Background: an optimization exercise with open tools, aiming at small area, a short achievable clock period and few clock cycles. Do not read the settings as production practice. Only simulation tests tie the RTL to the original design; equivalence was not proved. Power figures rest on the tool's default switching activity, not on a simulated workload.

## flow/design.v (module list and top-level ports; edited modules follow where they fit)
// module qgk: 582 lines
// module qgk_lanes: 26 lines
// module qgk_rqstep: 28 lines
// module qgk_smlad: 310 lines
// module qgk_benc: 24 lines
// module qgk_add18: 55 lines
// module qgk_add32: 97 lines
// module qgk_add36: 107 lines
module qgk (
    input  wire        clk,
    input  wire        rst,
    input  wire        reg_wr,
    input  wire [6:0]  reg_addr,
    input  wire [31:0] reg_wdata,
    output reg  [31:0] reg_rdata,
    output wire        busy,
    output reg         mem_req,
    output reg         mem_we,
    output reg  [31:0] mem_addr,
    output reg  [3:0]  mem_be,
    output reg  [31:0] mem_wdata,
    input  wire        mem_ready,
    input  wire [31:0] mem_rdata
);
  // ...
==> flow/flow/run.sh <==
#!/bin/bash
# The standard ORFS layout (standard synthesis, floorplan, placement, CTS,
# routing), with two changes: the port buffers are buf_2 cells rather than the
# default delay buffers, and ORFS's timing repair is asked to keep a setup
# margin of MARGIN ns at the design's clock period. The make output goes to
# standard_flow.log; ORFS keeps each step's log under orfs/logs/.
set -euo pipefail
MARGIN=7.6
bash standard.sh SETUP_SLACK_MARGIN=$MARGIN "BUFFER_PORTS_ARGS=-buffer_cell sky130_fd_sc_hd__buf_2" finish > standard_flow.log 2>&1
==> flow/standard.sh <==
#!/bin/bash
# synth_recipe.tcl (not shown) runs the flow's synth.tcl, then flattens the netlist and writes it again
# the make line also repeats each setting of config.mk as NAME=value (left out here)
make -C /OpenROAD-flow-scripts/flow DESIGN_CONFIG=/design/flow/config.mk WORK_HOME=/design/flow/orfs CLKGATE_MAP_FILE= SYNTH_SCRIPT=/design/flow/synth_recipe.tcl "${@:-finish}"
==> flow/config.mk <==
export PLATFORM = sky130hd
export DESIGN_NAME = qgk
export DESIGN_NICKNAME = qgk
export VERILOG_FILES = /design/flow/design.v
export SDC_FILE = /design/flow/constraint.sdc
export NUM_CORES = 8
export LEC_CHECK = 0
export CAP_MARGIN = 20
export CORE_MARGIN = 2
export CORE_UTILIZATION = 55
export CTS_CLUSTER_DIAMETER = 100
export CTS_CLUSTER_SIZE = 20
export SLEW_MARGIN = 20
==> flow/constraint.sdc <==
create_clock -name core_clock -period 16.0 [get_ports {clk}]
set_input_delay 3.2000 -clock core_clock [delete_from_list [all_inputs] [get_ports {clk}]]
set_output_delay 3.2000 -clock core_clock [all_outputs]
set_load 0.01 [all_outputs]
==> metrics.csv, run 1 <==
metric,value,unit
status,"complete, no violations",
met3RoutedLength,52.3,mm
clockBufferCount,109,
post_dp_cell_area,93500,sq um
rows,149,
p_int,0.00643,W
cts_buffers,79,
clk_pin_slew_worst_paths,80,ps
taps,2189,
die_area,169000,sq um
muxShareOfSynthArea,7.02,%
grt_max_degree,89,
min_path_cells,2,
multiInputGateArea,49800,sq um
leakagePower,37.3,nW
wirelength,382,mm
grt_pass1_wl,528,mm
largest_cell_class,multi-input gates,
io_pins,178,
arrival,5450,ps
rsz0062_at_grt,true,
place_congestion,1.01,
ys_seq_area_share,41.1,%
post_cts_buffers,21,
ir_worst_vdd,0.152,mV
ys_types,91,
synthAdderAreaFrac,11.1,%
Testbench counts, summed over its fixed seeds: cycles 61,590.
==> run 2, diff against run 1 <==
--- a/flow/config.mk
+++ b/flow/config.mk
@@ -5,9 +5,10 @@
 export SDC_FILE = /design/flow/constraint.sdc
 export NUM_CORES = 8
 export LEC_CHECK = 0
-export CAP_MARGIN = 20
+export CAP_MARGIN = 30
 export CORE_MARGIN = 2
 export CORE_UTILIZATION = 55
 export CTS_CLUSTER_DIAMETER = 100
 export CTS_CLUSTER_SIZE = 20
-export SLEW_MARGIN = 20
+export GPL_ROUTABILITY_DRIVEN = 0
+export SLEW_MARGIN = 30
==> metrics.csv, run 2 <==
metric,value,unit,change
grt-ovfl-total,0,,
cts_sinks,1310,,
cp_slowest_cell,nand4_1,,
h-tree-depth,3,,
tns,0,ps,
drt-initial-drc-count,12700,,
rows,149,,unchanged
whs,476,ps,
hold_start,st_cause[1]$_SDFFE_PP0P_,,
clock_path_buffers,3,,
first_global_vias,70700,,
swShare,38.2,%,
leakagePower,37.3,nW,-0.13%
min_path_type,register to register,,
status,"complete, no violations",,
min_to,st_cause[1]$_SDFFE_PP0P_,,
avgSynthCellArea,10.3,sq um,
drcViolationCount,0,,
post-dp-hpwl,270,mm,
fin_worst_skew,92.6,ps,
ys_seq_area_share,41.1,%,unchanged
crit_path_max_incr_delay,530,ps,
p_comb_share,37.3,%,
path_class,primary input to output pin,,
antenna_found_initial,26,,
tightest_slew,1110,ps,
synthArstFlopShare,0,%,
grt_util_all_layers,43.3,%,
critical_path_peak_fanout,33,,
rr_worst_depth,19,,
grt_max_degree,87,,-2.2%
yosys_register_bits,1310,,
insertion_delay,810,ps,
ant_nets,0,,
ys_types,91,,unchanged
routedWlPerCell,34.8,microns,
path_cells,buf_8 > nand2b_4 > buf_4 > nor2_4 > buf_12 > a221oi_4 > nand3_1 > nor2_1 > nand4_1 > buf_2,,
synth.largest_area_cell,edfxtp_1,,
clk_pin_slew_worst_paths,100,ps,+20 ps
wirelength,378,mm,-1.1%
drt_first_pass_iters,12,,
regMostFlops,la_r,,
final_common_cell,edfxtp_1,,
core,165000,sq um,
synth.top_cells.by_count,"1,122 x edfxtp_1, 645 x nand2_1, 573 x clkbuf_1",,
worstReg2RegEnd,wacc3[24]$_DFFE_PP_,,
crit_path_end_kind,output pin,,
die_area,169000,sq um,unchanged
die_h,411,microns,
hold_buffers,0,,
p_int,0.00642,W,-0.15%
switchingPower,0.00396,W,
start_util,55.3,%,
r2r_start,xc$_SDFFCE_PP1P_,,
rsz0062_at_grt,true,,
worst_slew_margin_rel,24.9,%,
min_period_over_period,53.8,%,
yosysMostFrequentCell,edfxtp_1,,
power.density,107,nW/um^2,
syn_to_final_growth,6.90,%,
viasPerCell,7.09,,
syn_area,91100,sq um,
hold_viol,0,,
final_cell_mix,"1,122 x edfxtp_1, 634 x nand2_1, 527 x o21ai_0, 519 x nor2_1, 473 x inv_1",,
postSynthCellCount,8837,,
drive_gt1_share,9.65,%,
io_pins,178,,unchanged
io_buffers,173,,
die_w,411,microns,
finalSetupViolations,0,,
synth-edff-count,1122,,
largest_register_ffs,60,,
cts_tree,done,,
drv_slew,0,,
vias,76900,,
ir_worst_vdd,0.182,mV,+20%
critPathRequiredTime,12800,ps,
synth_ff_type,edfxtp_1,,
drv_cap,0,,
grt_pass1_wl,524,mm,-0.67%
ys_warn_count,3,,
fin_crit,8600,ps,
netlist_top_cells_area,"edfxtp_1 37%, fa_1 6.0%, ha_1 4.9%",,
cp-start-kind,primary input,,
min_path_cells,2,,unchanged
synth_top_area_share,37.0,%,
fin_nets,9315,,
cts_buffers,79,,unchanged
seqPwrFrac,41.2,%,
arrival,5400,ps,-50 ps
r2r_slack,7790,ps,
clkPwrFrac,21.5,%,
root_buffer,clkbuf_16,,
fmax,0.116,GHz,
[run 2: cell counts after synthesis]
No cell type changed its count.
[run 2: worst max path at each step]
| stage | slack [ps] | cells past startpoint | end | start |
|---|---|---|---|---|
| 5_1_grt | 7480 | 11 | reg_rdata[1] | reg_addr[4] |
| 4_1_cts | 7510 | 10 | reg_rdata[2] | reg_addr[5] |
| 3_3_place_gp | 6920 | 25 | ba[28]$_DFFE_PP_ | wo[1]$_DFFE_PP_ |
| 3_5_place_dp | 6880 | 25 | ba[30]$_DFFE_PP_ | wo[1]$_DFFE_PP_ |
| 6_report | 7400 | 10 | reg_rdata[1] | reg_addr[6] |
| 2_1_floorplan | 7930 | 9 | reg_rdata[13] | reg_addr[6] |
[run 2: layout make-up]
type	count	area, sq um
Sequential cell	1310	37500
Clock inverter	19	304
Fill cell	14000	67400
Tap cell	2189	2740
Clock buffer	107	2100
Antenna cell	12	30.0
Multi-Input combinational cell	6343	49800
Timing Repair Buffer	392	3100
Inverter	483	1820
[run 2: cells by family after synthesis]
family	share of synthesized area (%)
mux	7.02
simple gates	10.8
xor+xnor	5.83
buf+inv	5.07
fa+ha+maj	11.1
compound gates	19.1
other cells	0.00412
flops	41.1
[run 2: repair_timing]
item                       4_1_cts  5_1_grt
setup endpoints to repair       76       94
gates resized for setup         77       90
buffers inserted                35       17
gates cloned                     4        5
pin swaps                       15       29
[run 2: stage by stage]
stage	std cells	power [W]	util [%]	instance area (sq um)	worst slack, ps
finish	10900	0.0104	59.1	97400	7400
global route	10800	0.0108	59.1	97400	7480
CTS	10800	0.0102	58.7	96700	7510
detailed placement	10700	0.00802	56.7	93500	6880
global placement	10700	0.00796	56.7	93400	6920
floorplan	8838	0.00674	-	91100	7930
[run 2: power groups by stage]
stage                     combinational, W  sequential (W)  clock (W)
after global placement             0.00363         0.00433          0
after global routing               0.00420         0.00427    0.00233
after CTS                          0.00372         0.00425    0.00223
after detailed placement           0.00369         0.00433          0
final                              0.00387         0.00427    0.00223
after floorplan                    0.00258         0.00416          0
[run 2: critical path, delay by kind of cell]
family / cells / cell delay, ps
buffers and inverters: 4 / 800
and+or+nand+nor: 5 / 970
AOI/OAI and AO/OA: 1 / 370
[run 2: metal layers]
metal,part of all wire [%],vias to the layer above,GRT usage (%)
li1,-,32400,-
met1,37,37600,56.7
met2,42,5825,63.2
met3,14,1175,13.2
met4,7.4,24,26.3
met5,0.086,-,0
==> run 3, diff against run 2 <==
==> flow/flow/run.sh (replaced) <==
#!/bin/bash
# The standard ORFS layout (standard synthesis, floorplan, placement, CTS,
# routing), with two changes: the port buffers are buf_4 cells rather than the
# default delay buffers, and ORFS's timing repair is asked to keep a setup
# margin of MARGIN ns at the design's clock period. The make output goes to
# standard_flow.log; ORFS keeps each step's log under orfs/logs/.
set -euo pipefail
MARGIN=7.6
bash standard.sh SETUP_SLACK_MARGIN=$MARGIN "BUFFER_PORTS_ARGS=-buffer_cell sky130_fd_sc_hd__buf_4" finish > standard_flow.log 2>&1
==> flow/config.mk (replaced) <==
export PLATFORM = sky130hd
export DESIGN_NAME = qgk
export DESIGN_NICKNAME = qgk
export VERILOG_FILES = /design/flow/design.v
export SDC_FILE = /design/flow/constraint.sdc
export NUM_CORES = 8
export LEC_CHECK = 0
export CAP_MARGIN = 20
export CORE_MARGIN = 2
export CORE_UTILIZATION = 55
export CTS_CLUSTER_DIAMETER = 100
export CTS_CLUSTER_SIZE = 20
export SLEW_MARGIN = 20
==> metrics.csv, run 3 <==
metric,value,unit,change
routedWlPerCell,35.6,microns,+2.2%
cp_top_family,simple AND/OR/NAND/NOR gates,,
antenna_found_initial,28,,+7.7%
cp-start-kind,primary input,,
io_pins,178,,unchanged
largest_register_ffs,60,,unchanged
ys_types,91,,unchanged
p_int,0.00645,W,+0.48%
drive_gt1_share,9.56,%,-0.085 points
swShare,38.2,%,about the same
clkPwrFrac,21.5,%,about the same
viasPerCell,7.15,,+0.88%
drcViolationCount,0,,unchanged
final_common_cell,edfxtp_1,,
synth.largest_area_cell,edfxtp_1,,
rows,149,,unchanged
status,"complete, but fails checks",,
critPathRequiredTime,12800,ps,about the same
start_util,55.3,%,unchanged
cts_tree,done,,
wirelength,387,mm,+2.4%
avgSynthCellArea,10.3,sq um,unchanged
cts_sinks,1310,,unchanged
critical_path_peak_fanout,33,,unchanged
min_path_type,register to register,,
h-tree-depth,3,,unchanged
hold_viol,0,,unchanged
fin_worst_skew,84.4,ps,-8.18 ps
clock_path_buffers,3,,unchanged
cp_slowest_cell,nand4_1,,
path_class,primary input to output pin,,
die_h,411,microns,unchanged
grt_util_all_layers,44.5,%,+1.2 points
leakagePower,37.5,nW,+0.74%
rsz0062_at_grt,true,,
arrival,5420,ps,+20 ps
path_cells,buf_6 > nand2_1 > nor3_2 > buf_6 > a22o_1 > a221oi_2 > nand3_1 > nor2_1 > nand4_1 > buf_4,,
core,165000,sq um,unchanged
postSynthCellCount,8837,,unchanged
netlist_top_cells_area,"edfxtp_1 37%, fa_1 6.0%, ha_1 4.9%",,
root_buffer,clkbuf_16,,
synth_top_area_share,37.0,%,unchanged
io_buffers,173,,unchanged
fin_nets,9341,,+0.28%
post-dp-hpwl,274,mm,+1.5%
synth_ff_type,edfxtp_1,,
crit_path_frequent_cell,buf_6,,
syn_to_final_growth,7.75,%,
synth.top_cells.by_count,"1,122 x edfxtp_1, 645 x nand2_1, 573 x clkbuf_1",,
crit_buf_inv,3,,-1
fmax,0.116,GHz,-0.21%
grt_pass1_wl,538,mm,+2.5%
crit_path_end_kind,output pin,,
switchingPower,0.00398,W,+0.44%
layout.cells.non_filler,10900,,+0.23%
drt_first_pass_iters,12,,unchanged
place_inst,10700,,+0.047%
grt_max_degree,87,,unchanged
vias,77800,,+1.1%
drv_slew,3,,+3
regMostFlops,la_r,,
tightest_slew,1530,ps,+418 ps
violatedChecks,"max-capacitance violations, max-slew violations",,
grt-ovfl-total,0,,unchanged
synthArstFlopShare,0,%,unchanged
min_period_over_period,53.9,%,+0.12 points
final_cell_mix,"1,122 x edfxtp_1, 635 x nand2_1, 531 x o21ai_0, 525 x nor2_1, 473 x inv_1",,
synth-edff-count,1122,,unchanged
p_comb_share,37.6,%,+0.3 points
drt-initial-drc-count,12800,,+0.83%
ys_warn_count,3,,unchanged
power.density,106,nW/um^2,-0.33%
seqPwrFrac,41.0,%,-0.2 points
worst_slew_margin_rel,-3.09,%,-28 points
hold_buffers,0,,unchanged
ant_nets,0,,unchanged
crit_path_max_incr_delay,490,ps,-40 ps
die_area,169000,sq um,unchanged
insertion_delay,820,ps,about the same
fin_crit,8620,ps,+18.5 ps
die_w,411,microns,unchanged
yosysMostFrequentCell,edfxtp_1,,
fin_area,98200,sq um,+0.79%
first_global_vias,71900,,+1.7%
place_congestion,1.01,,
finalSetupViolations,0,,unchanged
yosys_register_bits,1310,,unchanged
cts_buffers,79,,unchanged
clk_pin_slew_worst_paths,80,ps,-20 ps
tns,0,ps,unchanged
syn_area,91100,sq um,unchanged
ir_worst_vdd,0.173,mV,-5.3%
ys_seq_area_share,41.1,%,unchanged
post_dp_cell_area,93900,sq um,+0.45%
drv_cap,1,,+1
run 3: worst reg2reg max path, stage by stage, from the launching register on:
cell,delay [ps]
edfxtp_1,330
buf_4,440
buf_6,620
mux2i_1,620
o21ai_0,230
fa_1,550
inv_1,50
fa_1,480
inv_1,60
fa_1,540
ha_1,400
a21oi_1,210
o21ai_0,150
a211oi_1,630
nor4b_1,170
o21ai_1,490
a22oi_1,240
a31oi_1,530
o21ai_4,300
nor2_2,740
o21ai_0,270
run 3: cell type report:
type                       instances  area, sq um
fill                           14000        66600
multi-input combinational       6345        49800
sequential                      1310        37500
timing repair buffer             416         3850
tap                             2189         2740
clock buffer                     110         2160
inverter                         483         1820
clock inverter                    15          268
antenna                           12         30.0
run 3: worst paths after layout:
check	startpoint	endpoint	slack [ps]	depth (start not counted)
setup / recovery	reg_addr[2]	reg_rdata[6]	7380	10
hold reg to reg	st_cause[1]$_SDFFE_PP0P_	st_cause[1]$_SDFFE_PP0P_	460	2
hold / removal	st_cause[1]$_SDFFE_PP0P_	st_cause[1]$_SDFFE_PP0P_	460	2
setup reg to reg	xc$_SDFFCE_PP1P_	wacc2[15]$_DFFE_PP_	7720	20
run 3: stage by stage:
step,power (W),worst slack (ps),hold WS [ps],utilization (%)
after floorplan,0.00674,7930,409,-
after global placement,0.00799,6580,442,57.0
after detailed placement,0.00805,6540,447,57.0
after CTS,0.0102,7540,458,59.0
after global routing,0.0108,7420,483,59.6
final,0.0104,7380,456,59.6
run 3: what timing repair did:
item	in CTS	in global routing
pin swaps	10	39
setup buffers	36	34
gates cloned	6	9
endpoints found under the setup margin	158	170
resized for setup	81	89
run 3: metal layers:
metal  wire length (microns)  share of wire, %  global-route usage (%)
met4                   32100               8.3                    29.2
met5                     562              0.15                       0
met2                  161000                42                    64.0
met3                   53900                14                    14.5
met1                  140000                36                    57.5
run 3: cell families (layout without fill, tap and decap cells):
group | Yosys count | count (layout) | synth area share (%)
compound gates | 2495 | 2496 | 19.1
xor+xnor | 606 | 606 | 5.83
fa+ha+maj | 644 | 644 | 11.1
buf+inv | 1185 | 1024 | 5.07
flops | 1310 | 1310 | 41.1
mux | 530 | 530 | 7.02
other cells | 1 | 14 | 0.00412
simple gates | 2066 | 2067 | 10.8
run 3: power by group through the flow:
| stage | Combinational (W) | Sequential [W] | Clock [W] |
|---|---|---|---|
| 3_3_place_gp | 0.00367 | 0.00432 | 0 |
| 3_5_place_dp | 0.00373 | 0.00432 | 0 |
| 6_report | 0.00392 | 0.00427 | 0.00224 |
| 2_1_floorplan | 0.00258 | 0.00416 | 0 |
| 4_1_cts | 0.00376 | 0.00424 | 0.00223 |
| 5_1_grt | 0.00424 | 0.00426 | 0.00234 |
==> run 4, diff against run 3 <==
--- a/flow/flow/run.sh
+++ b/flow/flow/run.sh
@@ -5,5 +5,5 @@
 # margin of MARGIN ns at the design's clock period. The make output goes to
 # standard_flow.log; ORFS keeps each step's log under orfs/logs/.
 set -euo pipefail
-MARGIN=7.6
+MARGIN=7.8
 bash standard.sh SETUP_SLACK_MARGIN=$MARGIN "BUFFER_PORTS_ARGS=-buffer_cell sky130_fd_sc_hd__buf_4" finish > standard_flow.log 2>&1
--- a/flow/config.mk
+++ b/flow/config.mk
@@ -5,9 +5,9 @@
 export SDC_FILE = /design/flow/constraint.sdc
 export NUM_CORES = 8
 export LEC_CHECK = 0
-export CAP_MARGIN = 20
+export CAP_MARGIN = 30
 export CORE_MARGIN = 2
 export CORE_UTILIZATION = 55
 export CTS_CLUSTER_DIAMETER = 100
 export CTS_CLUSTER_SIZE = 20
-export SLEW_MARGIN = 20
+export SLEW_MARGIN = 30
==> metrics.csv, run 4 <==
metric,value,unit,change
clk_pin_slew_worst_paths,80,ps,about the same
switchingPower,0.00399,W,+0.38%
seqPwrFrac,40.9,%,about the same
insertion_delay,830,ps,about the same
wirelength,394,mm,+1.6%
post_dp_cell_area,94000,sq um,+0.11%
route.met2.wl,162,mm,+0.71%
routed.top_layer,met5,,
synth_top_area_share,37.0,%,unchanged
final_cell_mix,"1,122 x edfxtp_1, 624 x nand2_1, 527 x o21ai_0, 513 x nor2_1, 473 x inv_1",,
path_cells,buf_12 > clkinvlp_4 > nand3b_1 > buf_6 > nor2_4 > buf_12 > buf_6 > a22oi_2 > nand3_1 > nor2_1 > nand4_1 > buf_4,,
die_w,411,microns,unchanged
ant_nets,0,,unchanged
drcViolationCount,0,,unchanged
fin_ws,7320,ps,-56.4 ps
antenna_found_initial,32,,+14%
cp-start-kind,primary input,,
min_path_type,register to register,,
ir_worst_vdd,0.168,mV,-2.9%
h-tree-depth,3,,unchanged
cp_top_family,simple AND/OR/NAND/NOR gates,,
finalSetupViolations,0,,unchanged
fin_nets,9399,,+0.62%
grt_max_degree,87,,unchanged
p_total,0.0105,W,+0.26%
critical_path_peak_fanout,5,,-85%
synth.top_cells.by_count,"1,122 x edfxtp_1, 645 x nand2_1, 573 x clkbuf_1",,
clkPwrFrac,21.5,%,about the same
fmax,0.115,GHz,-0.65%
netlist_top_cells_area,"edfxtp_1 37%, fa_1 6.0%, ha_1 4.9%",,
vias,78700,,+1.1%
drive_gt1_share,11.2,%,+1.6 points
drt_first_pass_iters,13,,+1
rows,149,,unchanged
syn_to_final_growth,9.36,%,
fin_area,99600,sq um,+1.5%
clock_path_buffers,3,,unchanged
start_util,55.3,%,unchanged
met3RoutedLength,56.7,mm,+5.1%
hold_viol,0,,unchanged
cts_sinks,1310,,unchanged
largest_register_ffs,60,,unchanged
worst_slew_margin_rel,23.3,%,+26 points
place_congestion,1.01,,unchanged
seq_area,37500,sq um,about the same
die_h,411,microns,unchanged
critPathRequiredTime,12800,ps,about the same
ys_warn_count,3,,unchanged
swShare,38.2,%,+0.045 points
min_period_over_period,54.2,%,+0.35 points
drv_slew,0,,-3
io_buffers,173,,unchanged
drt-initial-drc-count,12800,,+0.34%
post-dp-hpwl,274,mm,about the same
p_comb_share,37.6,%,about the same
whs,456,ps,+0.584 ps
syn_area,91100,sq um,unchanged
hold_buffers,0,,unchanged
path_class,primary input to output pin,,
routedWlPerCell,36.0,microns,+1.0%
tightest_slew,1150,ps,-382 ps
die_area,169000,sq um,unchanged
io_pins,178,,unchanged
yosysMostFrequentCell,edfxtp_1,,
synthArstFlopShare,0,%,unchanged
leakagePower,38.1,nW,+1.6%
ys_types,91,,unchanged
wl_met1,142,mm,+1.4%
cts_buffers,79,,unchanged
crit_path_max_incr_delay,620,ps,+130 ps
fin_crit,8680,ps,+56.4 ps
core,165000,sq um,unchanged
cts_tree,done,,
multiInputGateArea,50200,sq um,+0.79%
drv_cap,0,,-1
nFillCells,13800,,-1.3%
rsz0062_at_grt,true,,
arrival,5480,ps,+60 ps
first_global_vias,72800,,+1.2%
crit_path_end_kind,output pin,,
tns,0,ps,unchanged
pre_cts_slack,6930,ps,+394 ps
crit_buf_inv,6,,+3
final_common_cell,edfxtp_1,,
avgSynthCellArea,10.3,sq um,unchanged
regMostFlops,la_r,,
grt-ovfl-total,0,,unchanged
yosys_register_bits,1310,,unchanged
status,"complete, no violations",,
grt_util_all_layers,45.5,%,+1.0 points
fin_worst_skew,64.8,ps,-19.5 ps
cp_slowest_cell,nand4_1,,
postSynthCellCount,8837,,unchanged
grt_pass1_wl,548,mm,+2.0%
ys_seq_area_share,41.1,%,unchanged
synth_ff_type,edfxtp_1,,
synth.largest_area_cell,edfxtp_1,,
viasPerCell,7.19,,+0.52%
p_int,0.00646,W,+0.19%
root_buffer,clkbuf_16,,
power.density,105,nW/um^2,-1.2%
synth-edff-count,1122,,unchanged
==> run 4: cell counts after synthesis <==
No cell type changed its count.
==> run 4: cells by family after synthesis <==
| logic type | count (synthesis) | synth area share [%] |
|---|---|---|
| compound gates | 2495 | 19.1 |
| simple gates | 2066 | 10.8 |
| flops | 1310 | 41.1 |
| buf+inv | 1185 | 5.07 |
| fa+ha+maj | 644 | 11.1 |
| xor+xnor | 606 | 5.83 |
| mux | 530 | 7.02 |
| other cells | 1 | 0.00412 |
==> run 4: final timing paths <==
path	slack, ps	endpoint	start	cells past startpoint
setup / recovery	7320	reg_rdata[1]	reg_addr[3]	12
hold / removal	460	st_cause[1]$_SDFFE_PP0P_	st_cause[1]$_SDFFE_PP0P_	2
setup reg to reg	7880	wacc0[24]$_DFFE_PP_	la_r[9]$_SDFF_PP0_	18
hold reg to reg	460	st_cause[1]$_SDFFE_PP0P_	st_cause[1]$_SDFFE_PP0P_	2
==> run 4: metal layers <==
metal  up-vias  GRT usage, %
met4        28          29.4
met3      1520          17.6
met2      6027          65.1
met1     38500          57.5
met5         -         0.735
li1      32600             -
==> run 4: final cells by class <==
class,instances,share of cell area [%]
diodes,17,0.0427
clock buffers,109,2.16
clock inverters,16,0.270
flip-flops and latches,1310,37.6
repair buffers,474,4.91
multi-input cells,6345,50.4
inverters,483,1.82
well taps,2189,2.75
==> run 4: power by group through the flow <==
stage               registers, W  logic (W)  clock network [W]
finish                   0.00427    0.00393            0.00225
global route             0.00427    0.00425            0.00235
CTS                      0.00424    0.00379            0.00224
detailed placement       0.00432    0.00373                  0
global placement         0.00432    0.00367                  0
floorplan                0.00416    0.00258                  0
==> run 4: stage by stage <==
step | util (%) | instances
finish | 60.5 | 10900
global route | 60.4 | 10900
CTS | 59.9 | 10900
detailed placement | 57.1 | 10700
global placement | 57.0 | 10700
floorplan | - | 8838
==> run 4: timing repair <==
action / CTS / global route
cloned: 24 / 3
resized for setup: 180 / 121
endpoints found under the hold margin: 0 / 0
pin swaps: 64 / 73
endpoints found under the setup margin: 146 / 134
setup buffers: 80 / 29
==> run 4: worst min-delay path: cells and delay by family (launching register included) <==
family | cells | cell delay, ps
AND/OR/NAND/NOR | 2 | 90
flip-flops | 1 | 330
==> run 5, diff against run 4 <==
--- a/flow/flow/run.sh
+++ b/flow/flow/run.sh
@@ -5,5 +5,5 @@
 # margin of MARGIN ns at the design's clock period. The make output goes to
 # standard_flow.log; ORFS keeps each step's log under orfs/logs/.
 set -euo pipefail
-MARGIN=7.8
+MARGIN=7.6
 bash standard.sh SETUP_SLACK_MARGIN=$MARGIN "BUFFER_PORTS_ARGS=-buffer_cell sky130_fd_sc_hd__buf_4" finish > standard_flow.log 2>&1
==> metrics.csv, run 5 <==
metric,value,unit,change
routed.top_layer,met5,,
fin_worst_skew,60.9,ps,-3.97 ps
crit_path_end_kind,output pin,,
p_total,0.0104,W,-0.30%
synthArstFlopShare,0,%,unchanged
drcViolationCount,0,,unchanged
cp-start-kind,primary input,,
route.met2.wl,160,mm,-1.2%
largest_register_ffs,60,,unchanged
synth_top_area_share,37.0,%,unchanged
postSynthCellCount,8837,,unchanged
cp-startpoint,reg_addr[3],,
tightest_slew,1350,ps,+199 ps
final_common_cell,edfxtp_1,,
routedWlPerCell,35.4,microns,-1.4%
leakagePower,37.5,nW,-1.5%
post-dp-hpwl,274,mm,unchanged
root_buffer,clkbuf_16,,
drv_slew,0,,unchanged
die_w,411,microns,unchanged
grt_util_all_layers,44.4,%,-1.2 points
worst_slew_margin_rel,9.07,%,-14 points
cp_top_family,simple AND/OR/NAND/NOR gates,,
ys_seq_area_share,41.1,%,unchanged
cts_buffers,79,,unchanged
power.density,106,nW/um^2,+1.1%
syn_area,91100,sq um,unchanged
io_pins,178,,unchanged
min_period_over_period,54.5,%,+0.23 points
wl_met1,140,mm,-1.0%
drive_gt1_share,9.85,%,-1.3 points
status,"complete, no violations",,
first_global_vias,71900,,-1.2%
pre_cts_slack,6930,ps,unchanged
synthAdderAreaFrac,11.1,%,unchanged
drv_cap,0,,unchanged
ys_types,91,,unchanged
muxShareOfSynthArea,7.02,%,unchanged
finalSetupViolations,0,,unchanged
netlist_top_cells_area,"edfxtp_1 37%, fa_1 6.0%, ha_1 4.9%",,
place_congestion,1.01,,unchanged
grt_pass1_wl,537,mm,-2.1%
yosysMostFrequentCell,edfxtp_1,,
die_h,411,microns,unchanged
path_class,primary input to output pin,,
synth_top_family_by_area,compound AO/OA/AOI/OAI gates,,
ys_warn_count,3,,unchanged
drt-initial-drc-count,13000,,+1.5%
hold_buffers,0,,unchanged
vias,77800,,-1.1%
min_path_type,register to register,,
synth.largest_area_cell,edfxtp_1,,
hold_viol,0,,unchanged
grt-ovfl-total,0,,unchanged
crit_path_frequent_cell,buf_4,,
io_buffers,173,,unchanged
crit_buf_inv,5,,-1
cts_tree,done,,
clock_path_buffers,3,,unchanged
synth-edff-count,1122,,unchanged
viasPerCell,7.14,,-0.62%
synth.top_cells.by_count,"1,122 x edfxtp_1, 645 x nand2_1, 573 x clkbuf_1",,
yosys_register_bits,1310,,unchanged
antenna_found_initial,29,,-9.4%
cp_slowest_cell,nand4_1,,
rsz0062_at_grt,true,,
ir_worst_vdd,0.165,mV,-1.8%
cts_sinks,1310,,unchanged
critical_path_peak_fanout,6,,+1
wirelength,386,mm,-2.0%
avgSynthCellArea,10.3,sq um,unchanged
rows,149,,unchanged
core,165000,sq um,unchanged
tns,0,ps,unchanged
synth-simple-area-share,10.8,%,unchanged
ant_nets,0,,unchanged
start_util,55.3,%,unchanged
fin_crit,8710,ps,+37.5 ps
grt_max_degree,87,,unchanged
fin_nets,9338,,-0.65%
drt_first_pass_iters,8,,-5
syn_to_final_growth,7.83,%,
crit_path_max_incr_delay,440,ps,-180 ps
r2r_start,xr[3]$_DFF_P_,,
finalCoreUtilization,59.6,%,-0.84 points
critPathRequiredTime,12800,ps,about the same
path_cells,buf_12 > clkinvlp_4 > nand3b_1 > buf_6 > buf_4 > nor2_2 > a22o_1 > a221oi_2 > nand3_1 > nor2_1 > nand4_1 > buf_4,,
fin_ws,7290,ps,-37.5 ps
synth-xor-area-share,5.83,%,unchanged
hold_start,st_cause[1]$_SDFFE_PP0P_,,
fmax,0.115,GHz,-0.43%
die_area,169000,sq um,unchanged
final_cell_mix,"1,122 x edfxtp_1, 633 x nand2_1, 528 x o21ai_0, 519 x nor2_1, 473 x inv_1",,
met3RoutedLength,53.9,mm,-4.8%
insertion_delay,820,ps,about the same
synth_compound_area_share,19.1,%,unchanged
clk_pin_slew_worst_paths,80,ps,about the same
regMostFlops,la_r,,
synth_ff_type,edfxtp_1,,
arrival,5510,ps,+30 ps
h-tree-depth,3,,unchanged
## run 5: changes by cell type in the layout (fill, tap and decap cells not counted), sizes merged
cell,previous run,this run
clkbuf,111,117
diode,17,20
a221o,93,92
buf,465,400
bufbuf,7,6
## run 5: where the power goes
group          internal [W]  leakage [nW]  switching [W]
Combinational       0.00146          24.0        0.00244
Clock              0.000970          1.16        0.00128
Sequential          0.00402          12.4       0.000253
Total               0.00645          37.5        0.00397
## run 5: metrics by stage
step / hold slack (ps) / area [sq um] / instances
6_report: 457 / 98200 / 10900
5_1_grt: 478 / 98200 / 10900
4_1_cts: 458 / 97400 / 10800
3_5_place_dp: 447 / 94000 / 10700
3_3_place_gp: 442 / 93900 / 10700
2_1_floorplan: 409 / 91100 / 8838
## run 5: final timing paths
check,end,slack [ps],depth (start not counted)
worst max-delay path,reg_rdata[4],7290,12
worst min-delay path,st_cause[1]$_SDFFE_PP0P_,460,2
worst max register to register,wacc3[3]$_DFFE_PP_,7730,21
worst min register to register,st_cause[1]$_SDFFE_PP0P_,460,2
## run 5: final cells by class
cell class	count	area, sq um
clock inverter	16	269
clock buffer	109	2150
tap	2189	2740
sequential	1310	37500
inverter	483	1820
timing repair buffer	414	3820
fill	14000	66600
multi-input combinational	6344	49900
antenna	20	50.0
## run 5: what timing repair did
item | 4_1_cts | 5_1_grt
resized for setup | 85 | 81
buffers inserted | 35 | 30
endpoints found under the hold margin | 0 | 0
cloned | 6 | 6
endpoints found under the setup margin | 116 | 113
pin swaps | 14 | 45
## run 5: layer usage
| layer | vias up | GRT usage [%] |
|---|---|---|
| met1 | 38100 | 57.7 |
| met4 | 12 | 28.4 |
| met3 | 1287 | 13.9 |
| li1 | 32400 | - |
| met5 | - | 0 |
| met2 | 5932 | 64.1 |
## run 5: cell families after synthesis
kind of cell,Yosys count
other cells,1
xor+xnor,606
compound gates,2495
fa+ha+maj,644
mux,530
simple gates,2066
buf+inv,1185
flops,1310
## run 5: tightest hold or removal path: cells and delay by family, from the launching register on
family / cells / cell delay (ps)
simple gates: 2 / 90
flops: 1 / 330
==> run 6, diff against run 5 <==
--- a/flow/config.mk
+++ b/flow/config.mk
@@ -7,7 +7,7 @@
 export LEC_CHECK = 0
 export CAP_MARGIN = 30
 export CORE_MARGIN = 2
-export CORE_UTILIZATION = 55
+export CORE_UTILIZATION = 45
 export CTS_CLUSTER_DIAMETER = 100
 export CTS_CLUSTER_SIZE = 20
 export SLEW_MARGIN = 30
==> metrics.csv, run 6 <==
metric,value,unit,change
cts_sinks,1310,,unchanged
switchingPower,0.00384,W,-3.5%
ys_seq_area_share,41.1,%,unchanged
io_buffers,173,,unchanged
synthArstFlopShare,0,%,unchanged
synthAdderAreaFrac,11.1,%,unchanged
cp-start-kind,primary input,,
muxShareOfSynthArea,7.02,%,unchanged
vias,75900,,-2.4%
syn_to_final_growth,8.18,%,
clkPwrFrac,22.3,%,+0.7 points
final_cell_mix,"1,122 x edfxtp_1, 627 x nand2_1, 527 x o21ai_0, 516 x nor2_1, 472 x inv_1",,
drv_slew,0,,unchanged
tns,0,ps,unchanged
io_pins,178,,unchanged
clock_path_buffers,3,,unchanged
start_util,45.2,%,-10 points
path_class,primary input to output pin,,
hold_viol,0,,unchanged
p_comb_share,36.1,%,-1.4 points
crit_path_end_kind,output pin,,
fin_area,98600,sq um,+0.32%
critPathRequiredTime,12800,ps,about the same
status,"complete, no violations",,
min_period_over_period,55.3,%,+0.85 points
synth_compound_area_share,19.1,%,unchanged
die_h,454,microns,+10%
arrival,5650,ps,+140 ps
drive_gt1_share,10.2,%,+0.37 points
synth_top_family_by_area,compound AO/OA/AOI/OAI gates,,
routedWlPerCell,33.4,microns,-5.7%
min_path_type,register to register,,
root_buffer,clkbuf_16,,
cts_tree,done,,
drt-initial-drc-count,11800,,-9.8%
drt_first_pass_iters,14,,+6
ir_worst_vdd,0.136,mV,-17%
place_congestion,0.983,,-2.5%
first_global_vias,71400,,-0.60%
cts_buffers,82,,+3.8%
ys_types,91,,unchanged
grt_util_all_layers,35.9,%,-8.5 points
synth.largest_area_cell,edfxtp_1,,
p_int,0.00644,W,-0.17%
viasPerCell,6.68,,-6.5%
yosysMostFrequentCell,edfxtp_1,,
critical_path_peak_fanout,33,,+27
drcViolationCount,0,,unchanged
antenna_found_initial,22,,-24%
synth-simple-area-share,10.8,%,unchanged
clk_pin_slew_worst_paths,100,ps,+20 ps
drv_cap,0,,unchanged
grt-ovfl-total,0,,unchanged
synth_top_area_share,37.0,%,unchanged
largest_register_ffs,60,,unchanged
leakagePower,37.5,nW,-0.21%
fin_worst_skew,67.0,ps,+6.16 ps
rows,165,,+11%
yosys_register_bits,1310,,unchanged
fmax,0.113,GHz,-1.5%
worst_slew_margin_rel,26.7,%,+18 points
die_w,454,microns,+10%
p_total,0.0103,W,-1.4%
synth.top_cells.by_count,"1,122 x edfxtp_1, 645 x nand2_1, 573 x clkbuf_1",,
die_area,206000,sq um,+22%
synth_ff_type,edfxtp_1,,
core,202000,sq um,+22%
ys_warn_count,3,,unchanged
fin_crit,8850,ps,+136 ps
grt_pass1_wl,533,mm,-0.69%
synth-edff-count,1122,,unchanged
syn_area,91100,sq um,unchanged
seqPwrFrac,41.6,%,+0.6 points
post-dp-hpwl,278,mm,+1.4%
avgSynthCellArea,10.3,sq um,unchanged
synth-xor-area-share,5.83,%,unchanged
h-tree-depth,3,,unchanged
post_dp_cell_area,94700,sq um,+0.71%
swShare,37.3,%,-0.79 points
insertion_delay,800,ps,-20 ps
power.density,104,nW/um^2,-1.7%
finalCoreUtilization,48.9,%,-11 points
postSynthCellCount,8837,,unchanged
rsz0062_at_grt,true,,
final_common_cell,edfxtp_1,,
finalSetupViolations,0,,unchanged
wirelength,380,mm,-1.6%
grt_max_degree,146,,+68%
tightest_slew,1090,ps,-261 ps
netlist_top_cells_area,"edfxtp_1 37%, fa_1 6.0%, ha_1 4.9%",,
ant_nets,0,,unchanged
regMostFlops,la_r,,
fin_nets,9333,,-0.054%
## run 6: cell counts after synthesis
No cell type changed its count.
## run 6: worst max-delay path, cell delays in order
cell      delay (ps)
buf_6             90
nand2b_4         150
buf_4            120
nor3_2            50
buf_8            190
a22oi_1          520
nand4_1          820
buf_4            430
## run 6: area by class of cell
class | count | area [sq um]
Fill cell | 18300 | 103000
Tap cell | 2672 | 3340
Inverter | 483 | 1820
Clock buffer | 102 | 2170
Timing Repair Buffer | 407 | 3500
Sequential cell | 1310 | 37500
Clock inverter | 23 | 327
Antenna cell | 20 | 50.0
Multi-Input combinational cell | 6343 | 49900
## run 6: per-stage QoR
stage | std cells | hold WS [ps] | worst slack [ps]
3_5_place_dp | 11200 | 442 | 6950
4_1_cts | 11300 | 475 | 7530
2_1_floorplan | 8838 | 409 | 7930
6_report | 11400 | 478 | 7150
3_3_place_gp | 11200 | 417 | 6970
5_1_grt | 11400 | 486 | 7220
## run 6: final timing paths
kind                                 from                to  slack (ps)  depth (start not counted)
setup / recovery              reg_addr[6]      reg_rdata[5]        7150                          8
hold / removal    rq_start_req$_SDFF_PN0_  rq_req$_DFFE_PP_         480                          0
setup reg to reg          ba[1]$_DFFE_PP_  ba[30]$_DFFE_PP_        7800                         22
hold reg to reg   rq_start_req$_SDFF_PN0_  rq_req$_DFFE_PP_         480                          0
## run 6: power groups by stage
stage                     Sequential (W)  Combinational (W)  Clock, W
after floorplan                  0.00416            0.00258         0
after global placement           0.00433            0.00353         0
after detailed placement         0.00433            0.00360         0
after CTS                        0.00425            0.00363   0.00231
after global routing             0.00427            0.00408   0.00241
final                            0.00427            0.00370   0.00229
## run 6: cell families after synthesis
family | after synthesis
other | 1
buffers and inverters | 1185
xor gates and xnor gates | 606
AOI/OAI and AO/OA | 2495
DFF | 1310
adders and majority gates | 644
and+or+nand+nor | 2066
muxes | 530
## run 6: what timing repair did
item | 4_1_cts | 5_1_grt
pin swaps | 10 | 31
cloned | 3 | 1
resized for setup | 73 | 74
endpoints found under the setup margin | 37 | 84
setup buffers | 28 | 27
hold buffers | 0 | 0
## run 6: metal layers
layer	up-vias	wire length, microns	GRT usage [%]
met5	-	63	0
li1	32400	-	-
met3	955	44700	9.13
met4	10	26500	20.9
met1	37500	145000	47.2
met2	4967	163000	53.5
==> run 7, diff against run 6 <==
--- a/flow/flow/run.sh
+++ b/flow/flow/run.sh
@@ -5,5 +5,5 @@
 # margin of MARGIN ns at the design's clock period. The make output goes to
 # standard_flow.log; ORFS keeps each step's log under orfs/logs/.
 set -euo pipefail
-MARGIN=7.6
+MARGIN=7.7
 bash standard.sh SETUP_SLACK_MARGIN=$MARGIN "BUFFER_PORTS_ARGS=-buffer_cell sky130_fd_sc_hd__buf_4" finish > standard_flow.log 2>&1
--- a/flow/config.mk
+++ b/flow/config.mk
@@ -7,7 +7,7 @@
 export LEC_CHECK = 0
 export CAP_MARGIN = 30
 export CORE_MARGIN = 2
-export CORE_UTILIZATION = 45
+export CORE_UTILIZATION = 50
 export CTS_CLUSTER_DIAMETER = 100
 export CTS_CLUSTER_SIZE = 20
 export SLEW_MARGIN = 30
==> metrics.csv, run 7 <==
metric,value,unit,change
cp-start-kind,primary input,,
ys_seq_area_share,41.1,%,unchanged
insertion_delay,810,ps,about the same
power.density,106,nW/um^2,+1.4%
fmax,0.118,GHz,+4.4%
r2r_slack,7880,ps,+80 ps
clk_pin_slew_worst_paths,80,ps,-20 ps
clock_path_buffers,3,,unchanged
cp_slowest_cell,nand4_1,,
arrival,5280,ps,-370 ps
crit_path_max_incr_delay,370,ps,-450 ps
tightest_slew,1210,ps,+118 ps
min_path_type,register to register,,
fin_crit,8480,ps,-370 ps
die_area,186000,sq um,-9.9%
drive_gt1_share,10.1,%,-0.098 points
ys_warn_count,3,,unchanged
core,181000,sq um,-10%
grt_max_degree,139,,-4.8%
tns,0,ps,unchanged
leakagePower,37.6,nW,+0.43%
first_global_vias,71500,,+0.13%
fin_ws,7520,ps,+370 ps
yosysMostFrequentCell,edfxtp_1,,
status,"complete, no violations",,
hold_start,wacc1[8]$_DFFE_PP_,,
hold_viol,0,,unchanged
ant_nets,0,,unchanged
rows,156,,-5.5%
drv_cap,0,,unchanged
cts_tree,done,,
synth-edff-count,1122,,unchanged
worst_slew_margin_rel,18.7,%,-7.9 points
place_inst,10900,,-2.7%
ys_types,91,,unchanged
fin_worst_skew,80.9,ps,+13.8 ps
root_buffer,clkbuf_16,,
syn_area,91100,sq um,unchanged
die_w,431,microns,-5.1%
synth_ff_type,edfxtp_1,,
cts_buffers,82,,unchanged
min_path_cells,1,,+1
grt_pass1_wl,548,mm,+2.9%
place_congestion,1.01,,+2.5%
yosys_register_bits,1310,,unchanged
antenna_found_initial,20,,-9.1%
io_buffers,173,,unchanged
regMostFlops,la_r,,
drt_first_pass_iters,9,,-5
pre_cts_slack,6680,ps,-266 ps
vias,77000,,+1.5%
critPathRequiredTime,12800,ps,about the same
drt-initial-drc-count,11300,,-3.8%
min_to,acc1[8]$_DFFE_PP_,,
drv_slew,0,,unchanged
die_h,431,microns,-5.1%
synth.top_cells.by_count,"1,122 x edfxtp_1, 645 x nand2_1, 573 x clkbuf_1",,
synth_top_area_share,37.0,%,unchanged
synthArstFlopShare,0,%,unchanged
worstReg2RegEnd,ba[30]$_DFFE_PP_,,
largest_register_ffs,60,,unchanged
netlist_top_cells_area,"edfxtp_1 37%, fa_1 6.0%, ha_1 4.9%",,
post-dp-hpwl,284,mm,+2.2%
path_cells,buf_12 > clkinvlp_4 > nand3b_1 > buf_6 > nor2_4 > a22o_1 > a221oi_4 > nand3_1 > nor2_1 > nand4_1 > buf_4,,
crit_path_end_kind,output pin,,
final_common_cell,edfxtp_1,,
rsz0062_at_grt,true,,
ir_worst_vdd,0.135,mV,-0.95%
grt-ovfl-total,0,,unchanged
r2r_start,ba[0]$_DFFE_PP_,,
cts_sinks,1310,,unchanged
avgSynthCellArea,10.3,sq um,unchanged
io_pins,178,,unchanged
final_cell_mix,"1,122 x edfxtp_1, 633 x nand2_1, 522 x o21ai_0, 520 x nor2_1, 473 x inv_1",,
h-tree-depth,3,,unchanged
layout.cells.non_filler,11100,,-2.5%
grt_util_all_layers,41.4,%,+5.5 points
critical_path_peak_fanout,5,,-85%
viasPerCell,6.96,,+4.2%
nFillCells,15900,,-13%
finalSetupViolations,0,,unchanged
rr_worst_depth,27,,+23%
syn_to_final_growth,8.20,%,about the same
min_period_over_period,53.0,%,-2.3 points
wirelength,396,mm,+4.2%
path_class,primary input to output pin,,
routedWlPerCell,35.8,microns,+7.0%
fin_nets,9344,,+0.12%
start_util,50.4,%,+5.2 points
postSynthCellCount,8837,,unchanged
drcViolationCount,0,,unchanged
synth.largest_area_cell,edfxtp_1,,
run 7: worst max path at each step:
stage / cells after the start / startpoint / to
6_report: 11 / reg_addr[3] / reg_rdata[6]
5_1_grt: 11 / reg_addr[3] / reg_rdata[6]
2_1_floorplan: 9 / reg_addr[6] / reg_rdata[13]
3_5_place_dp: 25 / wo[1]$_DFFE_PP_ / ba[29]$_DFFE_PP_
4_1_cts: 25 / wo[0]$_DFFE_PP_ / ba[29]$_DFFE_PP_
3_3_place_gp: 25 / wo[1]$_DFFE_PP_ / ba[29]$_DFFE_PP_
run 7: cell type report:
class / count / area (sq um) / share of cell area [%]
clock buffer: 118 / 2210 / 2.24
multi-input combinational: 6343 / 49800 / 50.6
inverter: 483 / 1820 / 1.84
tap: 2370 / 2970 / 3.01
timing repair buffer: 418 / 3840 / 3.89
sequential: 1310 / 37500 / 38.0
clock inverter: 21 / 399 / 0.405
antenna: 9 / 22.5 / 0.0228
run 7: power by group:
part	internal [W]	switching, W
Clock	0.00102	0.00132
Sequential	0.00402	0.000266
Combinational	0.00144	0.00235
Total	0.00648	0.00394
run 7: per-layer routing:
| layer | track usage [%] | up-vias | part of all wire, % |
|---|---|---|---|
| li1 | - | 32400 | - |
| met1 | 53.6 | 38200 | 38 |
| met2 | 62.1 | 5241 | 43 |
| met3 | 10.0 | 1143 | 11 |
| met4 | 27.0 | 14 | 8.1 |
| met5 | 0 | - | 0.021 |
run 7: cell families (layout without fill, tap and decap cells):
kind of cell / count (synthesis) / in the layout / share of synthesized area (%)
flops: 1310 / 1310 / 41.1
buf+inv: 1185 / 1040 / 5.07
fa+ha+maj: 644 / 644 / 11.1
other cells: 1 / 11 / 0.00412
simple gates: 2066 / 2066 / 10.8
compound gates: 2495 / 2495 / 19.1
xor+xnor: 606 / 606 / 5.83
mux: 530 / 530 / 7.02
run 7: per-stage QoR:
stage                     hold WS, ps  cell area, sq um  power, W  util, %
after CTS                         491             98000    0.0103     54.2
final                             497             98600    0.0104     54.5
after detailed placement          430             94300   0.00802     52.1
after global placement            442             94200   0.00795     52.1
after global routing              509             98600    0.0109     54.5
after floorplan                   409             91100   0.00674        -
run 7: repair_timing:
item	4_1_cts	5_1_grt
buffers inserted	49	8
hold buffers	0	0
gates resized for setup	99	84
setup endpoints to repair	70	104
cloned	6	2
pin swaps	30	29
run 7: worst max-delay path, delay by kind of cell:
family	cells	cell delay [ps]
and+or+nand+nor	5	850
buffers and inverters	4	670
AOI/OAI and AO/OA	2	540
==> run 8, diff against run 7 <==
--- a/flow/flow/run.sh
+++ b/flow/flow/run.sh
@@ -5,5 +5,5 @@
 # margin of MARGIN ns at the design's clock period. The make output goes to
 # standard_flow.log; ORFS keeps each step's log under orfs/logs/.
 set -euo pipefail
-MARGIN=7.7
+MARGIN=7.6
 bash standard.sh SETUP_SLACK_MARGIN=$MARGIN "BUFFER_PORTS_ARGS=-buffer_cell sky130_fd_sc_hd__buf_4" finish > standard_flow.log 2>&1
--- a/flow/config.mk
+++ b/flow/config.mk
@@ -10,4 +10,5 @@
 export CORE_UTILIZATION = 50
 export CTS_CLUSTER_DIAMETER = 100
 export CTS_CLUSTER_SIZE = 20
+export PLACE_DENSITY = 0.7
 export SLEW_MARGIN = 30
==> metrics.csv, run 8 <==
metric,value,unit,change
status,"complete, no violations",,
viasPerCell,6.97,,+0.22%
synth_ff_type,edfxtp_1,,
cts_buffers,79,,-3.7%
drt_first_pass_iters,9,,unchanged
routedWlPerCell,32.7,microns,-8.5%
p_comb_share,36.6,%,+0.2 points
wirelength,361,mm,-8.8%
final_cell_mix,"1,122 x edfxtp_1, 631 x nand2_1, 532 x o21ai_0, 523 x nor2_1, 473 x inv_1",,
syn_area,91100,sq um,unchanged
ys_warn_count,3,,unchanged
largest_register_ffs,60,,unchanged
regMostFlops,la_r,,
insertion_delay,780,ps,-30 ps
netlist_top_cells_area,"edfxtp_1 37%, fa_1 6.0%, ha_1 4.9%",,
leakagePower,37.3,nW,-0.85%
synth_top_area_share,37.0,%,unchanged
arrival,5380,ps,+100 ps
ir_worst_vdd,0.140,mV,+3.9%
h-tree-depth,3,,unchanged
core,181000,sq um,unchanged
rsz0062_at_grt,true,,
p_int,0.00638,W,-1.5%
tightest_slew,1140,ps,-69.8 ps
drv_cap,0,,unchanged
post-dp-hpwl,263,mm,-7.3%
seqPwrFrac,41.8,%,+0.7 points
p_total,0.0102,W,-2.0%
grt_util_all_layers,37.8,%,-3.6 points
switchingPower,0.00383,W,-2.9%
fmax,0.116,GHz,-1.2%
place_congestion,1.04,,+3.3%
crit_path_max_incr_delay,380,ps,about the same
path_cells,buf_12 > clkinvlp_4 > nand3b_1 > buf_4 > buf_6 > nor2_4 > buf_12 > a22o_1 > a221oi_2 > nand3_1 > nor2_2 > nand4_1 > buf_4,,
place_inst,10800,,-0.18%
clk_pin_slew_worst_paths,90,ps,about the same
cts_tree,done,,
postSynthCellCount,8837,,unchanged
clkPwrFrac,21.6,%,-0.9 points
drv_slew,0,,unchanged
avgSynthCellArea,10.3,sq um,unchanged
hold_viol,0,,unchanged
rows,156,,unchanged
worst_slew_margin_rel,24.1,%,+5.4 points
critPathRequiredTime,12800,ps,about the same
tns,0,ps,unchanged
synth-edff-count,1122,,unchanged
die_h,431,microns,unchanged
critical_path_peak_fanout,6,,+1
antenna_found_initial,23,,+15%
power.density,104,nW/um^2,-1.3%
layout.cells.non_filler,11000,,-0.38%
min_period_over_period,53.7,%,+0.66 points
io_buffers,173,,unchanged
die_w,431,microns,unchanged
io_pins,178,,unchanged
finalSetupViolations,0,,unchanged
start_util,50.4,%,unchanged
fin_crit,8580,ps,+105 ps
min_path_type,register to register,,
syn_to_final_growth,7.41,%,
drt-initial-drc-count,12800,,+13%
vias,76900,,-0.16%
hold_buffers,0,,unchanged
path_class,primary input to output pin,,
swShare,37.5,%,-0.33 points
cts_sinks,1310,,unchanged
ys_types,91,,unchanged
yosys_register_bits,1310,,unchanged
cp_slowest_cell,nand4_1,,
fin_worst_skew,55.5,ps,-25.3 ps
ant_nets,0,,unchanged
nFillCells,15700,,-1.6%
synth.largest_area_cell,edfxtp_1,,
crit_path_end_kind,output pin,,
yosysMostFrequentCell,edfxtp_1,,
first_global_vias,72500,,+1.4%
cp-start-kind,primary input,,
synth.top_cells.by_count,"1,122 x edfxtp_1, 645 x nand2_1, 573 x clkbuf_1",,
clock_path_buffers,3,,unchanged
ys_seq_area_share,41.1,%,unchanged
final_common_cell,edfxtp_1,,
grt_pass1_wl,512,mm,-6.7%
grt-ovfl-total,0,,unchanged
drive_gt1_share,9.49,%,-0.64 points
root_buffer,clkbuf_16,,
die_area,186000,sq um,unchanged
drcViolationCount,0,,unchanged
grt_max_degree,99,,-29%
fin_nets,9306,,-0.41%
synthArstFlopShare,0,%,unchanged
==> run 8: cell counts after synthesis <==
Identical to the previous run, type by type.
==> run 8: worst max-delay path, delay by kind of cell <==
kind | cells | cell delay [ps]
and+or+nand+nor | 5 | 830
buffers and inverters | 6 | 890
AOI/OAI and AO/OA | 2 | 440
==> run 8: worst paths after layout <==
| kind | start | to | slack (ps) | cells after the start |
|---|---|---|---|---|
| hold reg to reg | rq_start_req$_SDFF_PN0_ | rq_req$_DFFE_PP_ | 460 | 0 |
| hold / removal | rq_start_req$_SDFF_PN0_ | rq_req$_DFFE_PP_ | 460 | 0 |
| setup / recovery | reg_addr[3] | reg_rdata[6] | 7420 | 13 |
| setup reg to reg | ba[0]$_DFFE_PP_ | ba[30]$_DFFE_PP_ | 7530 | 24 |
==> run 8: power by group through the flow <==
stage / clock [W] / sequential (W) / combinational [W]
4_1_cts: 0.00220 / 0.00425 / 0.00363
2_1_floorplan: 0 / 0.00416 / 0.00258
3_5_place_dp: 0 / 0.00432 / 0.00360
3_3_place_gp: 0 / 0.00432 / 0.00351
5_1_grt: 0.00232 / 0.00427 / 0.00405
6_report: 0.00220 / 0.00427 / 0.00374
==> run 8: layout make-up <==
cell class / instances / area [sq um] / share of cell area, %
Antenna cell: 16 / 40.0 / 0.0409
Clock buffer: 107 / 2080 / 2.13
Clock inverter: 18 / 282 / 0.288
Inverter: 483 / 1820 / 1.86
Multi-Input combinational cell: 6343 / 49800 / 50.8
Sequential cell: 1310 / 37500 / 38.3
Tap cell: 2370 / 2970 / 3.03
Timing Repair Buffer: 383 / 3430 / 3.51
==> run 8: stage by stage <==
step	hold WS [ps]	utilization (%)	cell area [sq um]	setup WS [ps]
floorplan	409	-	91100	7930
global placement	420	51.9	94000	6820
detailed placement	426	52.1	94200	7040
CTS	450	53.8	97400	7560
global route	479	54.1	97800	7420
finish	459	54.1	97900	7420
==> run 8: cells by family (layout without fill, tap and decap cells) <==
kind of cell / after synthesis / count (layout) / synth area share, %
AOI/OAI and AO/OA: 2495 / 2495 / 19.1
and+or+nand+nor: 2066 / 2066 / 10.8
DFF: 1310 / 1310 / 41.1
buffers and inverters: 1185 / 991 / 5.07
adders and majority gates: 644 / 644 / 11.1
xor gates and xnor gates: 606 / 606 / 5.83
muxes: 530 / 530 / 7.02
other: 1 / 18 / 0.00412
==> run 8: routing by layer <==
| metal | wire length [microns] | track usage (%) | share of wire [%] | vias up |
|---|---|---|---|---|
| met1 | 128000 | 47.8 | 36 | 37400 |
| met2 | 153000 | 56.1 | 42 | 5890 |
| li1 | - | - | - | 32300 |
| met3 | 50900 | 11.8 | 14 | 1229 |
| met5 | 187 | 0 | 0.052 | - |
| met4 | 28300 | 24.3 | 7.8 | 22 |
==> run 8: repair_timing <==
action,CTS,global route
pin swaps,15,31
setup buffers,36,8
endpoints found under the hold margin,0,0
gates cloned,6,0
endpoints found under the setup margin,46,45
resized for setup,78,63
==> run 9, diff against run 8 <==
--- a/flow/config.mk
+++ b/flow/config.mk
@@ -10,5 +10,5 @@
 export CORE_UTILIZATION = 50
 export CTS_CLUSTER_DIAMETER = 100
 export CTS_CLUSTER_SIZE = 20
-export PLACE_DENSITY = 0.7
+export PLACE_DENSITY = 0.55
 export SLEW_MARGIN = 30
==> metrics.csv, run 9 <==
metric,value,unit,change
netlist_top_cells_area,"edfxtp_1 37%, fa_1 6.0%, ha_1 4.9%",,
grt-ovfl-total,0,,unchanged
cp-startpoint,reg_addr[3],,
final_common_cell,edfxtp_1,,
syn_area,91100,sq um,unchanged
whs,453,ps,-5.73 ps
ys_seq_area_share,41.1,%,unchanged
wirelength,392,mm,+8.5%
p_total,0.0104,W,+2.2%
leakagePower,37.2,nW,-0.32%
place_congestion,0.993,,-4.6%
r2r_start,ba[1]$_DFFE_PP_,,
fmax,0.115,GHz,-1.4%
post-dp-hpwl,282,mm,+7.2%
synthArstFlopShare,0,%,unchanged
worst_slew_margin_rel,24.9,%,+0.74 points
h-tree-depth,3,,unchanged
synth-edff-count,1122,,unchanged
clock_path_buffers,3,,unchanged
layout.cells.non_filler,11000,,-0.045%
routedWlPerCell,35.5,microns,+8.6%
grt_util_all_layers,41.0,%,+3.2 points
antenna_found_initial,41,,+78%
vias,76200,,-0.86%
regMostFlops,la_r,,
r2r_slack,7770,ps,+240 ps
arrival,5510,ps,+130 ps
tns,0,ps,unchanged
drive_gt1_share,9.36,%,-0.12 points
grt_pass1_wl,543,mm,+6.2%
crit_path_end_kind,output pin,,
critical_path_peak_fanout,32,,+26
first_global_vias,71700,,-1.2%
synth.largest_area_cell,edfxtp_1,,
drt-initial-drc-count,11400,,-11%
power.density,107,nW/um^2,+2.3%
drv_slew,0,,unchanged
viasPerCell,6.92,,-0.81%
ys_warn_count,3,,unchanged
postSynthCellCount,8837,,unchanged
tightest_slew,1120,ps,-21.3 ps
ant_nets,0,,unchanged
synth_ff_type,edfxtp_1,,
cp-start-kind,primary input,,
ys_types,91,,unchanged
rr_worst_depth,22,,-8.3%
drt_first_pass_iters,9,,unchanged
critPathRequiredTime,12800,ps,about the same
start_util,50.4,%,unchanged
drcViolationCount,0,,unchanged
hold_start,st_cause[1]$_SDFFE_PP0P_,,
synth_top_area_share,37.0,%,unchanged
die_area,186000,sq um,unchanged
rows,156,,unchanged
clk_pin_slew_worst_paths,90,ps,about the same
cts_sinks,1310,,unchanged
rsz0062_at_grt,true,,
insertion_delay,780,ps,about the same
min_period_over_period,54.4,%,+0.76 points
ir_worst_vdd,0.113,mV,-19%
largest_register_ffs,60,,unchanged
place_inst,10800,,+0.037%
io_buffers,173,,unchanged
final_cell_mix,"1,122 x edfxtp_1, 638 x nand2_1, 530 x o21ai_0, 524 x nor2_1, 472 x inv_1",,
core,181000,sq um,unchanged
min_path_type,register to register,,
nFillCells,16100,,+2.6%
grt_max_degree,149,,+51%
fin_nets,9298,,-0.086%
yosysMostFrequentCell,edfxtp_1,,
finalSetupViolations,0,,unchanged
synth.top_cells.by_count,"1,122 x edfxtp_1, 645 x nand2_1, 573 x clkbuf_1",,
syn_to_final_growth,7.24,%,
worstSetupEndpoint,reg_rdata[20],,
io_pins,178,,unchanged
worstReg2RegEnd,ba[30]$_DFFE_PP_,,
avgSynthCellArea,10.3,sq um,unchanged
cts_buffers,80,,+1.3%
yosys_register_bits,1310,,unchanged
drv_cap,0,,unchanged
die_w,431,microns,unchanged
die_h,431,microns,unchanged
root_buffer,clkbuf_16,,
path_class,primary input to output pin,,
fin_worst_skew,53.4,ps,-2.12 ps
min_path_cells,2,,+2
cts_tree,done,,
hold_viol,0,,unchanged
fin_crit,8710,ps,+122 ps
status,"complete, no violations",,
-- run 9: cell counts after synthesis --
Identical to the previous run, type by type.
-- run 9: logic make-up (layout without fill, tap and decap cells) --
| group | count (synthesis) | count (layout) | synth area share [%] |
|---|---|---|---|
| xor+xnor | 606 | 606 | 5.83 |
| other cells | 1 | 18 | 0.00412 |
| fa+ha+maj | 644 | 644 | 11.1 |
| simple gates | 2066 | 2066 | 10.8 |
| mux | 530 | 530 | 7.02 |
| compound gates | 2495 | 2495 | 19.1 |
| buf+inv | 1185 | 986 | 5.07 |
| flops | 1310 | 1310 | 41.1 |
-- run 9: where the power goes --
| part | total, W | internal (W) | switching [W] |
|---|---|---|---|
| Sequential | 0.00427 | 0.00402 | 0.000250 |
| Clock | 0.00226 | 0.000990 | 0.00127 |
| Combinational | 0.00391 | 0.00145 | 0.00245 |
| Total | 0.0104 | 0.00646 | 0.00397 |
-- run 9: stage by stage --
step,area (sq um),setup WS (ps),util [%]
floorplan,91100,7930,-
global placement,94200,7020,52.1
detailed placement,94300,7000,52.1
CTS,97100,7520,53.7
global route,97700,7420,54.0
finish,97700,7290,54.0
-- run 9: worst max-delay path, cell delays in order --
cell,delay (ps)
buf_12,90
clkinvlp_4,120
nand2_4,150
nor2_4,40
clkbuf_8,320
a22oi_1,730
nand4_1,260
nor2_1,190
nand2_1,160
buf_4,200
-- run 9: cell type report --
type	count	area, sq um	share of cell area (%)
timing repair buffer	374	3210	3.29
clock inverter	19	297	0.303
sequential	1310	37500	38.4
clock buffer	110	2160	2.21
multi-input combinational	6343	49700	50.9
inverter	483	1820	1.86
tap	2370	2970	3.03
antenna	16	40.0	0.0410
-- run 9: worst min-delay path by stage --
stage | end
finish | st_cause[1]$_SDFFE_PP0P_
global placement | st_cause[1]$_SDFFE_PP0P_
floorplan | rq_req$_DFFE_PP_
detailed placement | st_cause[1]$_SDFFE_PP0P_
global route | st_cause[1]$_SDFFE_PP0P_
CTS | st_cause[1]$_SDFFE_PP0P_
-- run 9: timing repair --
item / 4_1_cts / 5_1_grt
gates cloned: 2 / 4
endpoints found under the setup margin: 39 / 46
hold buffers: 0 / 0
setup buffers: 10 / 21
pin swaps: 9 / 14
gates resized for setup: 57 / 54
-- run 9: routing by layer --
| metal | global-route usage (%) | vias to the layer above | wire [microns] |
|---|---|---|---|
| met4 | 24.4 | 36 | 28200 |
| met1 | 53.4 | 37600 | 148000 |
| met5 | 0 | - | 246 |
| li1 | - | 32400 | - |
| met3 | 11.6 | 1098 | 48300 |
| met2 | 60.7 | 5109 | 167000 |
==> run 10, diff against run 9 <==
--- a/flow/config.mk
+++ b/flow/config.mk
@@ -10,5 +10,4 @@
 export CORE_UTILIZATION = 50
 export CTS_CLUSTER_DIAMETER = 100
 export CTS_CLUSTER_SIZE = 20
-export PLACE_DENSITY = 0.55
 export SLEW_MARGIN = 30
==> metrics.csv, run 10 <==
metric,value,unit,change
status,"complete, no violations",,
min_path_type,register to register,,
grt_util_all_layers,41.1,%,+0.11 points
critPathRequiredTime,12800,ps,about the same
path_cells,buf_8 > nand3b_1 > buf_4 > nor2_4 > buf_12 > buf_8 > a22oi_1 > nand3_1 > nor2_1 > nand4_1 > buf_4,,
ys_warn_count,3,,unchanged
grt-ovfl-total,0,,unchanged
crit_cells,11,,+1
min_path_cells,1,,-1
avgSynthCellArea,10.3,sq um,unchanged
drv_slew,0,,unchanged
worst_slew_margin_rel,20.6,%,-4.3 points
fin_nets,9332,,+0.37%
root_buffer,clkbuf_16,,
drt_first_pass_iters,10,,+1
arrival,5270,ps,-240 ps
cts_buffers,82,,+2.5%
insertion_delay,820,ps,+40 ps
crit_path_end_kind,output pin,,
postSynthCellCount,8837,,unchanged
hold_viol,0,,unchanged
clock_path_buffers,3,,unchanged
synth.top_cells.by_count,"1,122 x edfxtp_1, 645 x nand2_1, 573 x clkbuf_1",,
hold_start,wacc1[8]$_DFFE_PP_,,
finalSetupViolations,0,,unchanged
synth.largest_area_cell,edfxtp_1,,
start_util,50.4,%,unchanged
whs,479,ps,+25.5 ps
cp_top_family,buffers and inverters,,
die_area,186000,sq um,unchanged
viasPerCell,6.93,,+0.20%
synthArstFlopShare,0,%,unchanged
die_w,431,microns,unchanged
netlist_top_cells_area,"edfxtp_1 37%, fa_1 6.0%, ha_1 4.9%",,
fin_ws,7530,ps,+232 ps
critical_path_peak_fanout,8,,-75%
drt-initial-drc-count,10900,,-4.5%
ant_nets,0,,unchanged
drive_gt1_share,9.69,%,+0.32 points
core,181000,sq um,unchanged
cp-startpoint,reg_addr[5],,
post-dp-hpwl,284,mm,+0.63%
first_global_vias,71400,,-0.41%
pre_cts_slack,6680,ps,-315 ps
drv_cap,0,,unchanged
ir_worst_vdd,0.132,mV,+16%
io_pins,178,,unchanged
finalCoreUtilization,54.2,%,+0.19 points
min_period_over_period,53.0,%,-1.5 points
synth_top_area_share,37.0,%,unchanged
ys_seq_area_share,41.1,%,unchanged
synth_ff_type,edfxtp_1,,
crit_path_max_incr_delay,400,ps,-330 ps
clk_pin_slew_worst_paths,90,ps,about the same
grt_pass1_wl,545,mm,+0.29%
cp_slowest_cell,a22oi_1,,
vias,76700,,+0.55%
rows,156,,unchanged
syn_to_final_growth,7.61,%,
h-tree-depth,3,,unchanged
final_cell_mix,"1,122 x edfxtp_1, 638 x nand2_1, 523 x nor2_1, 522 x o21ai_0, 473 x inv_1",,
grt_max_degree,139,,-6.7%
wirelength,394,mm,+0.47%
cts_sinks,1310,,unchanged
routedWlPerCell,35.6,microns,+0.12%
final_common_cell,edfxtp_1,,
drcViolationCount,0,,unchanged
nFillCells,16000,,-0.53%
regMostFlops,la_r,,
io_buffers,173,,unchanged
r2r_start,rq_k[1]$_SDFFCE_PN0P_,,
antenna_found_initial,19,,-54%
rsz0062_at_grt,true,,
ys_types,91,,unchanged
fin_crit,8470,ps,-232 ps
yosysMostFrequentCell,edfxtp_1,,
yosys_register_bits,1310,,unchanged
synth-edff-count,1122,,unchanged
syn_area,91100,sq um,unchanged
path_class,primary input to output pin,,
place_congestion,1.01,,+1.5%
die_h,431,microns,unchanged
cts_tree,done,,
fmax,0.118,GHz,+2.7%
rr_worst_depth,32,,+45%
fin_worst_skew,99.1,ps,+45.7 ps
tightest_slew,1180,ps,+63.2 ps
largest_register_ffs,60,,unchanged
leakagePower,37.4,nW,+0.62%
cp-start-kind,primary input,,
tns,0,ps,unchanged
power.density,106,nW/um^2,-0.55%
crit_buf_inv,5,,+1
[run 10: cell counts after synthesis]
Identical to the previous run, type by type.
[run 10: cell type report]
cell class                 instances  area [sq um]  share of cell area (%)
clock inverter                    21           399                   0.407
timing repair buffer             406          3450                    3.52
sequential                      1310         37500                    38.2
antenna                           13          32.5                  0.0332
inverter                         483          1820                    1.85
tap                             2370          2970                    3.02
multi-input combinational       6343         49700                    50.7
clock buffer                     118          2210                    2.25
[run 10: kinds of logic after synthesis]
logic type / Yosys count / synth area share (%)
flip-flops: 1310 / 41.1
buffers and inverters: 1185 / 5.07
multiplexers: 530 / 7.02
adder cells (fa/ha/maj): 644 / 11.1
XOR/XNOR: 606 / 5.83
AND/OR/NAND/NOR: 2066 / 10.8
AO/OA/AOI/OAI: 2495 / 19.1
other: 1 / 0.00412
[run 10: layer usage]
layer	part of all wire, %	track usage (%)
met5	0.023	0
met4	8.0	26.3
met3	11	9.69
met2	43	61.9
met1	37	53.2
[run 10: through the flow]
stage	power [W]	std cells	cell area, sq um
6_report	0.0104	11100	98000
5_1_grt	0.0109	11100	98000
4_1_cts	0.0103	11000	97400
3_5_place_dp	0.00802	10900	94300
3_3_place_gp	0.00795	10900	94200
2_1_floorplan	0.00674	8838	91100
[run 10: report_power, final]
group | internal [W] | leakage (nW) | switching [W]
Combinational | 0.00144 | 23.8 | 0.00235
Clock | 0.00102 | 1.24 | 0.00132
Sequential | 0.00402 | 12.4 | 0.000265
[run 10: final timing paths]
kind | slack [ps] | to
hold / removal | 480 | acc1[8]$_DFFE_PP_
setup reg to reg | 7930 | rq_a[31]$_DFFE_PP_
hold reg to reg | 480 | acc1[8]$_DFFE_PP_
setup / recovery | 7530 | reg_rdata[4]
[run 10: timing repair]
action / in CTS / in global routing
pin swaps: 14 / 19
resized for setup: 59 / 70
hold buffers: 0 / 0
endpoints found under the setup margin: 68 / 66
setup buffers: 26 / 24
gates cloned: 2 / 2

Setup slack of run 10, layout unchanged: 7.525 ns with ideal ports, 7.458 ns with driving cells assumed (clock clkbuf_16, inputs buf_2), 7.245 ns with port delays also shifted by the 0.867 ns mid clock arrival.
